This design comes from an exercise in tuning for small area on the open sky130 flow, not from production work. Function was checked by simulation only, so behaviour that the tests miss may differ from the original.

==> v27 <==
==> flow/design.v (excerpt) <==
module aws_core (
    input  wire        clk,
    input  wire        rst,           
    input  wire        host_we,
    input  wire [7:0]  host_addr,
    input  wire [31:0] host_wdata,
    output reg  [31:0] host_rdata,
    input  wire [31:0] now,
    input  wire        rx_valid,
    input  wire [7:0]  rx_data,
    output reg         tx_valid,
    output wire [3:0]  tx_len,
    output wire [87:0] tx_frame
);
    localparam [4:0] S_IDLE    = 5'h00;
    localparam [4:0] S_SENT    = 5'h01;
    localparam [4:0] S_AH1     = 5'h02;
    localparam [4:0] S_AH2     = 5'h03;
    localparam [4:0] S_AH3     = 5'h04;
    localparam [4:0] S_APAY    = 5'h05;
    localparam [4:0] S_VERIFY  = 5'h06;
    localparam [4:0] S_SUCCESS = 5'h07;
    localparam [4:0] S_TIMEOUT = 5'h08;
    localparam [4:0] S_READING = 5'h09;
    localparam [4:0] S_ACK0    = 5'h10;
    localparam [4:0] S_ACK5    = 5'h15;
    localparam [4:0] S_PWRCYC  = 5'h18;
    localparam [3:0] OP_CRC  = 4'h1;
    localparam [3:0] OP_CRCA = 4'h2;
    localparam [3:0] OP_CRCV = 4'h3;
    localparam [3:0] OP_FRQ  = 4'h4;
    localparam [3:0] OP_FRA  = 4'h5;
    localparam [3:0] OP_RDN  = 4'h6;
    localparam [3:0] OP_QRYS = 4'h8;
    localparam [3:0] OP_QRYD = 4'h9;
    localparam [3:0] OP_SETA = 4'hA;
    function [15:0] crc_byte;
        input [15:0] c;
        input [7:0]  d;
        reg   [7:0]  x;
        reg          p7;
        begin
            x  = c[7:0] ^ d;
            p7 = ^x[6:0];
            crc_byte[0]    = p7 ^ x[7] ^ c[8];
            crc_byte[5:1]  = c[13:9];
            crc_byte[6]    = x[0] ^ c[14];
            crc_byte[7]    = x[0] ^ x[1] ^ c[15];
            crc_byte[13:8] = x[6:1] ^ x[7:2];
            crc_byte[14]   = p7;
            crc_byte[15]   = p7 ^ x[7];
        end
    endfunction
    reg [3:0]  c_op;             
    reg [7:0]  c_a;              
    reg [15:0] c_imm;            
    reg        c_v;              
    reg [4:0]  state;
    reg        done_f, ok_f, tmo_f, pwr_f, short_f;
  ...
==> flow/config.mk <==
export PLATFORM = sky130hd
export DESIGN_NAME = aws_core
export DESIGN_NICKNAME = aws_core
export VERILOG_FILES = /design/flow/design.v
export SDC_FILE = /design/flow/constraint.sdc
export NUM_CORES = 4
export LEC_CHECK = 0
export CAP_MARGIN = 20
export CORE_MARGIN = 2
export CORE_UTILIZATION = 40
export SLEW_MARGIN = 20
==> flow/constraint.sdc <==
create_clock -name core_clock -period 25.0 [get_ports {clk}]
set_input_delay 5.0000 -clock core_clock [delete_from_list [all_inputs] [get_ports {clk}]]
set_output_delay 5.0000 -clock core_clock [all_outputs]
set_load 0.01 [all_outputs]
run.sh (not shown) runs the stock make flow with config.mk's settings and CLKGATE_MAP_FILE= SYNTH_SCRIPT=/design/flow/synth_recipe.tcl, a recipe that flattens the netlist after the stock synthesis.
==> v19: changes against v27 <==
--- a/flow/design.v
+++ b/flow/design.v
@@ -35,23 +35,73 @@
     localparam [3:0] OP_QRYD = 4'h9;
     localparam [3:0] OP_SETA = 4'hA;
     function [15:0] crc_byte;
         input [15:0] c;
         input [7:0]  d;
         reg   [7:0]  x;
-        reg          p7;
+        reg          q, q7;
         begin
             x  = c[7:0] ^ d;
-            p7 = ^x[6:0];
-            crc_byte[0]    = p7 ^ x[7] ^ c[8];
+            q  = (x[1] ^ x[2]) ^ (x[3] ^ x[4]) ^ (x[5] ^ x[6]);
+            q7 = q ^ x[7];
+            crc_byte[0]    = ((q7 ^ c[8])) ^ x[0];
             crc_byte[5:1]  = c[13:9];
-            crc_byte[6]    = x[0] ^ c[14];
-            crc_byte[7]    = x[0] ^ x[1] ^ c[15];
+            crc_byte[6]    = c[14] ^ x[0];
+            crc_byte[7]    = (x[1] ^ c[15]) ^ x[0];
             crc_byte[13:8] = x[6:1] ^ x[7:2];
-            crc_byte[14]   = p7;
-            crc_byte[15]   = p7 ^ x[7];
+            crc_byte[14]   = q ^ x[0];
+            crc_byte[15]   = q7 ^ x[0];
+        end
+    endfunction
+    function [31:0] sub32;           
+        input [31:0] a;
+        input [31:0] b;
+        integer j;
+        reg bw;
+        begin
+            bw = 1'b0;
+            for (j = 0; j < 32; j = j + 1) begin
+                sub32[j] = a[j] ^ b[j] ^ bw;
+                bw = (~a[j] & b[j]) | (~(a[j] ^ b[j]) & bw);
+            end
+        end
+    endfunction
+    function gt16;                   
+        input [15:0] a;
+        input [15:0] b;
+        integer j;
+        reg g;
+        begin
+            g = 1'b0;
+            for (j = 0; j < 16; j = j + 1)
+                g = (a[j] & ~b[j]) | (~(a[j] ^ b[j]) & g);
+            gt16 = g;
+        end
+    endfunction
+    function [15:0] inc16;
+        input [15:0] a;
+        integer j;
+        reg cy;
+        begin
+            cy = 1'b1;
+            for (j = 0; j < 16; j = j + 1) begin
+                inc16[j] = a[j] ^ cy;
+                cy = cy & a[j];
+            end
+        end
+    endfunction
+    function [5:0] inc6;
+        input [5:0] a;
+        integer j;
+        reg cy;
+        begin
+            cy = 1'b1;
+            for (j = 0; j < 6; j = j + 1) begin
+                inc6[j] = a[j] ^ cy;
+                cy = cy & a[j];
+            end
         end
     endfunction
     reg [3:0]  c_op;             
     reg [7:0]  c_a;              
     reg [15:0] c_imm;            
     reg        c_v;              
@@ -162,64 +212,73 @@
             OP_FRQ, OP_RDN, OP_QRYS, OP_QRYD: w_illegal = 1'b0;
             OP_FRA, OP_SETA: w_illegal = (w_imm[15:8] != 8'h0);
             default: w_illegal = 1'b1;
         endcase
         if (w_rsv != 4'h0) w_illegal = 1'b1;
         case (w_op)
-            OP_CRC, OP_RDN:           w_operand = (w_a > 8'd16);
-            OP_CRCA, OP_CRCV:         w_operand = (w_a > 8'd14);
+            OP_CRC, OP_RDN:           w_operand = (w_a[7:5] != 3'h0) ||
+                                                  (w_a[4] && (w_a[3:0] != 4'h0));
+            OP_CRCA, OP_CRCV:         w_operand = (w_a[7:4] != 4'h0) || (w_a[3:0] == 4'hF);
             OP_FRQ, OP_QRYS, OP_QRYD: w_operand = (w_a == 8'h00);
             OP_FRA, OP_SETA:          w_operand = (w_imm[7:0] == 8'h00);
             default:                  w_operand = 1'b0;
         endcase
     end
     wire accept = cmd_wr && !busy && !w_illegal && !w_operand;
     wire do_verify = (state == S_VERIFY);
     wire e_v = do_verify;
     wire e_q = !do_verify && op_q;
     wire e_a = !do_verify && op_ad;
     wire e_b = !do_verify && !op_q && !op_ad;
+    wire e_f = e_v || e_q || e_a;
     reg [7:0] e [0:15];
     reg [4:0] e_n;
     integer k;
     always @(*) begin
         for (k = 0; k < 16; k = k + 1) e[k] = buf_q[k];
         if (e_v) begin
-            e[0] = rxf0; e[1] = 8'h03; e[2] = 8'h02; e[3] = rxf3; e[4] = rxf4;
-            e[5] = rxf5; e[6] = rxf6;
+            e[7] = rxf0; e[8] = 8'h03; e[9] = 8'h02; e[10] = rxf3; e[11] = rxf4;
+            e[12] = rxf5; e[13] = rxf6;
         end else if (e_q) begin
-            e[0] = w_a; e[1] = 8'h03; e[2] = w_imm[15:8]; e[3] = w_imm[7:0];
-            e[4] = 8'h00; e[5] = 8'h01;
+            e[7] = w_a; e[8] = 8'h03; e[9] = w_imm[15:8]; e[10] = w_imm[7:0];
+            e[11] = 8'h00; e[12] = 8'h01;
         end else if (e_a) begin
-            e[0] = w_a; e[1] = 8'h10; e[2] = 8'h10; e[3] = 8'h00; e[4] = 8'h00;
-            e[5] = 8'h01; e[6] = 8'h02; e[7] = 8'h00; e[8] = w_imm[7:0];
+            e[7] = w_a; e[8] = 8'h10; e[9] = 8'h10; e[10] = 8'h00; e[11] = 8'h00;
+            e[12] = 8'h01; e[13] = 8'h02; e[14] = 8'h00; e[15] = w_imm[7:0];
         end
-        e_n = e_v ? 5'd5 : e_q ? 5'd6 : e_a ? 5'd9 : w_a[4:0];
+        e_n = e_v ? 5'd12 : e_q ? 5'd13 : e_a ? 5'd16 : w_a[4:0];
     end
     reg [15:0] p [0:16];
     reg [16:0] pz;
     always @(*) begin
         p[0] = 16'hFFFF;
         for (k = 0; k < 16; k = k + 1)
-            p[k+1] = crc_byte(p[k], e[k]);
+            p[k+1] = crc_byte((k == 7) ? (p[k] | {16{e_f}}) : p[k], e[k]);
         for (k = 0; k <= 16; k = k + 1)
             pz[k] = (p[k] == 16'h0);
     end
     wire [15:0] e_crc  = p[e_n];
-    wire        crcv_ok = pz[w_a[4:0] + 5'd2];
-    wire [31:0] el_start = now - t_start;
-    wire [31:0] el_last  = now - t_last;
-    wire [31:0] el_rd    = now - rd_start;
-    wire        rd_expired = (el_rd[31:16] != 16'h0) || (el_rd[15:0] > rd_dl);
+    wire [15:0] pz2 = pz[16:2];
+    wire        crcv_ok = pz2[w_a[3:0]];
+    wire [31:0] el_a     = sub32(now, rd_active ? rd_start : t_start);
+    wire [31:0] el_last  = sub32(now, t_last);
+    wire        rd_expired = (el_a[31:16] != 16'h0) || gt16(el_a[15:0], rd_dl);
+    wire        outer_exp  = (el_a[31:10] != 22'h0) ||
+                             (el_a[9:4] == 6'h3F) ||
+                             (el_a[9:3] == 7'h7D && el_a[2:0] != 3'h0);    
+    wire        resend_due = (el_last[31:7] != 25'h0) ||
+                             (el_last[6:5] == 2'b11 && (el_last[4] || el_last[3] ||
+                              (el_last[2] && (el_last[1] || el_last[0]))));    
     wire fifo_empty = (fifo_level == 7'd0);
     wire [7:0] fifo_head = fifo[fifo_rd];
     wire do_sent = (state == S_SENT);
     wire do_top  = st_await && !rd_active;
     wire do_poll = rd_active && (!fifo_empty || rd_expired);
     wire       take      = do_poll && (rd_count != rd_n) && !fifo_empty;
-    wire [4:0] cnt_new   = rd_count + {4'h0, take};
+    wire [5:0] cnt_inc   = inc6({1'b0, rd_count});
+    wire [4:0] cnt_new   = take ? cnt_inc[4:0] : rd_count;
     wire       rd_finish = do_poll && ((cnt_new == rd_n) || rd_expired);
     reg [7:0] ack_exp;
     always @(*) begin
         case (state[2:0])
             3'd0: ack_exp = c_a;
             3'd1: ack_exp = 8'h10;
@@ -236,14 +295,23 @@
             2'd3: hdr_exp = 8'h03;
             default: hdr_exp = 8'h02;
         endcase
     end
     wire byte_ok = take && (fifo_head == (st_ack ? ack_exp : hdr_exp));
     wire pop = take;
-    wire [6:0] level_after_pop = fifo_level - {6'h0, pop};
-    wire push = rx_valid && !level_after_pop[6];
+    wire push = rx_valid && !(fifo_level[6] && !pop);
+    reg [6:0] level_next;
+    reg       lc;
+    integer   m;
+    always @(*) begin
+        lc = 1'b1;
+        for (m = 0; m < 7; m = m + 1) begin
+            level_next[m] = fifo_level[m] ^ ((push ^ pop) & lc);
+            lc = lc & (push ? fifo_level[m] : ~fifo_level[m]);
+        end
+    end
     integer i;
     always @(posedge clk) begin
         if (rst) begin
             c_v         <= 1'b0;
             state       <= S_IDLE;
             done_f      <= 1'b0;
@@ -313,14 +381,16 @@
                 end
                 case (w_op)
                     OP_CRC, OP_FRQ, OP_FRA: begin
                         ok_f <= 1'b1; done_f <= 1'b1; state <= S_IDLE;
                     end
                     OP_CRCA: begin
-                        buf_q[w_a[3:0]]        <= e_crc[7:0];
-                        buf_q[w_a[3:0] + 4'd1] <= e_crc[15:8];
+                        for (i = 0; i < 16; i = i + 1) begin
+                            if (w_a[3:0] == i)     buf_q[i] <= e_crc[7:0];
+                            if (w_a[3:0] == i - 1) buf_q[i] <= e_crc[15:8];
+                        end
                         ok_f <= 1'b1; done_f <= 1'b1; state <= S_IDLE;
                     end
                     OP_CRCV: begin
                         ok_f <= crcv_ok;
                         done_f <= 1'b1; state <= S_IDLE;
                     end
@@ -355,39 +425,39 @@
                 t_start  <= now;
                 t_last   <= now;
                 state    <= (c_op == OP_SETA) ? S_ACK0 : S_AH1;
             end
             if (do_verify) begin
                 crc_raw <= e_crc;
-                if (pz[7]) begin
+                if (pz[14]) begin
                     r_v  <= 1'b1;
                     r_hi <= 1'b0;
                     r_lo <= {(c_op == OP_QRYS) ? rxf3 : 8'h00, rxf4};
                     ok_f   <= 1'b1;
                     tmo_f  <= 1'b0;
                     done_f <= 1'b1;
                     state  <= S_SUCCESS;
                 end else begin
                     state  <= S_AH1;
                 end
             end
             if (do_top) begin
-                if ((el_start[31:10] != 22'h0) || (el_start[9:0] > 10'd1000)) begin
+                if (outer_exp) begin
                     r_v  <= 1'b1;
                     r_hi <= (c_op == OP_QRYS);
                     r_lo <= (c_op == OP_QRYS) ? 16'hFFFB :
                             (c_op == OP_QRYD) ? 16'h0012 : 16'h0000;
                     ok_f   <= 1'b0;
                     tmo_f  <= 1'b1;
                     done_f <= 1'b1;
                     state  <= S_TIMEOUT;
                 end else begin
-                    if ((el_last[31:7] != 25'h0) || (el_last[6:0] > 7'd100)) begin
+                    if (resend_due) begin
                         tx_valid <= 1'b1;
                         t_last   <= now;
-                        resends  <= resends + 16'd1;
+                        resends  <= inc16(resends);
                     end
                     rd_v      <= 1'b1;
                     rd_active <= 1'b1;
                     rd_start  <= now;
                     rd_n      <= (state == S_APAY) ? 5'd4 : 5'd1;
                     rd_count  <= 5'h0;
@@ -427,43 +497,43 @@
                                 3'd0: rxf0 <= fifo_head;
                                 3'd1: rxf1_10 <= 1'b1;
                                 3'd2: rxf2_10 <= 1'b1;
                                 3'd5: rxf5 <= 8'h01;
                                 default: ;
                             endcase
-                            if (state == S_ACK5) begin
+                            if (state[2:0] == 3'd5) begin
                                 pwr_f  <= 1'b1;
                                 done_f <= 1'b0;
                                 ok_f   <= 1'b1;
                                 r_v    <= 1'b1;
                                 r_hi   <= 1'b0;
                                 r_lo   <= 16'h1;
                                 state  <= S_PWRCYC;
                             end else
-                                state <= state + 5'd1;
+                                state <= {2'b10, state[2:0] + 3'd1};
                         end else
                             state <= S_ACK0;
                     end else begin  
                         if (byte_ok) begin
                             case (state[1:0])
                                 2'd2: rxf0 <= fifo_head;
                                 2'd3: rxf1_03 <= 1'b1;
                                 default: rxf2_02 <= 1'b1;
                             endcase
-                            state <= state + 5'd1;
+                            state <= {2'b00, state[2:0] + 3'd1};
                         end else
                             state <= S_AH1;
                     end
                 end
             end
-            if (pop) fifo_rd <= fifo_rd + 6'd1;
+            if (pop) fifo_rd <= inc6(fifo_rd);
             if (rx_valid) begin
                 if (push) begin
                     fifo[fifo_wr] <= rx_data;
-                    fifo_wr <= fifo_wr + 6'd1;
+                    fifo_wr <= inc6(fifo_wr);
                 end else
                     rxovf <= 1'b1;
             end
-            fifo_level <= level_after_pop + {6'h0, push};
+            fifo_level <= level_next;
         end
     end
 endmodule
==> summary.txt <==
Critical path
  • Worst r2r src: rd_active
  • CP delay by family, top: adder cells
  • CP max stage cell: nand2_2
  • Crit path capture: t_last[8]

Final layout
  • Multi-input gates: 3262
  • Fraction of area in multi-input gates: 0.422
  • Nonclk buf count: 330
  • # diodes: 14

Timing
  • Crit share post-route: 0.784
  • Tmin final: 19610 ps
  • Max-slew headroom: 0.129

Die
  • Die area: 146000 um2
  • Initial Utilization: 0.404

Logic synthesis
  • Post-synthesis instance total: 4668
  • Compound-cell area share of the yosys netlist: 0.112

Placement
  • HPWL Detailed: 162 mm

Status
  • Status: timing/DRC/antenna clean
The numbers above come from v19.

==> summary.txt <==
Die
  • Initial Utilization: 0.403

Critical path
  • CP max stage cell: clkdlybuf4s50_1
  • Worst r2r src: state[1]

Placement
  • HPWL Detailed: 179 mm

Logic synthesis
  • Compound-cell area share of the yosys netlist: 0.141
  • Post-synthesis instance total: 5123

Timing
  • Crit share post-route: 1.01
  • Max-slew headroom: 0.153
  • Tmin final: 25310 ps
  • Setup violations, final: 34
  • Final WS setup: -312 ps

Final layout
  • Fraction of area in multi-input gates: 0.428

Status
  • Status: finished with violations
  • Failed Checks: setup timing
The numbers above come from v27.

==> separate check: timing with driven ports <==
The results above use ideal ports. As a check the final layouts listed here were re-extracted and re-timed, cells and wires unchanged. Step 1, drivers: a clkbuf_16 drives clk and a buf_2 each remaining input, both assumed. Step 2, shift: input delay + t, output delay - t, t = (earliest + latest rising clock arrival at the registers) / 2. This alone moves slack from input paths to output paths. Slacks: no drivers / after step 1 / after step 2; pairs: no drivers / after step 1.
run	t, ns	slack for setup (ns)	clock arrival spread, ns	worst slew at a driven data input, ns
v27	0.810	-0.312 / -0.279 / -1.089	0.069 / 0.068	0.15
v19	0.791	5.392 / 5.425 / 4.633	0.116 / 0.115	0.07
For v27, which loses most, drivers alone change the setup slack by +0.033 ns; drivers and shift together by -0.777 ns.
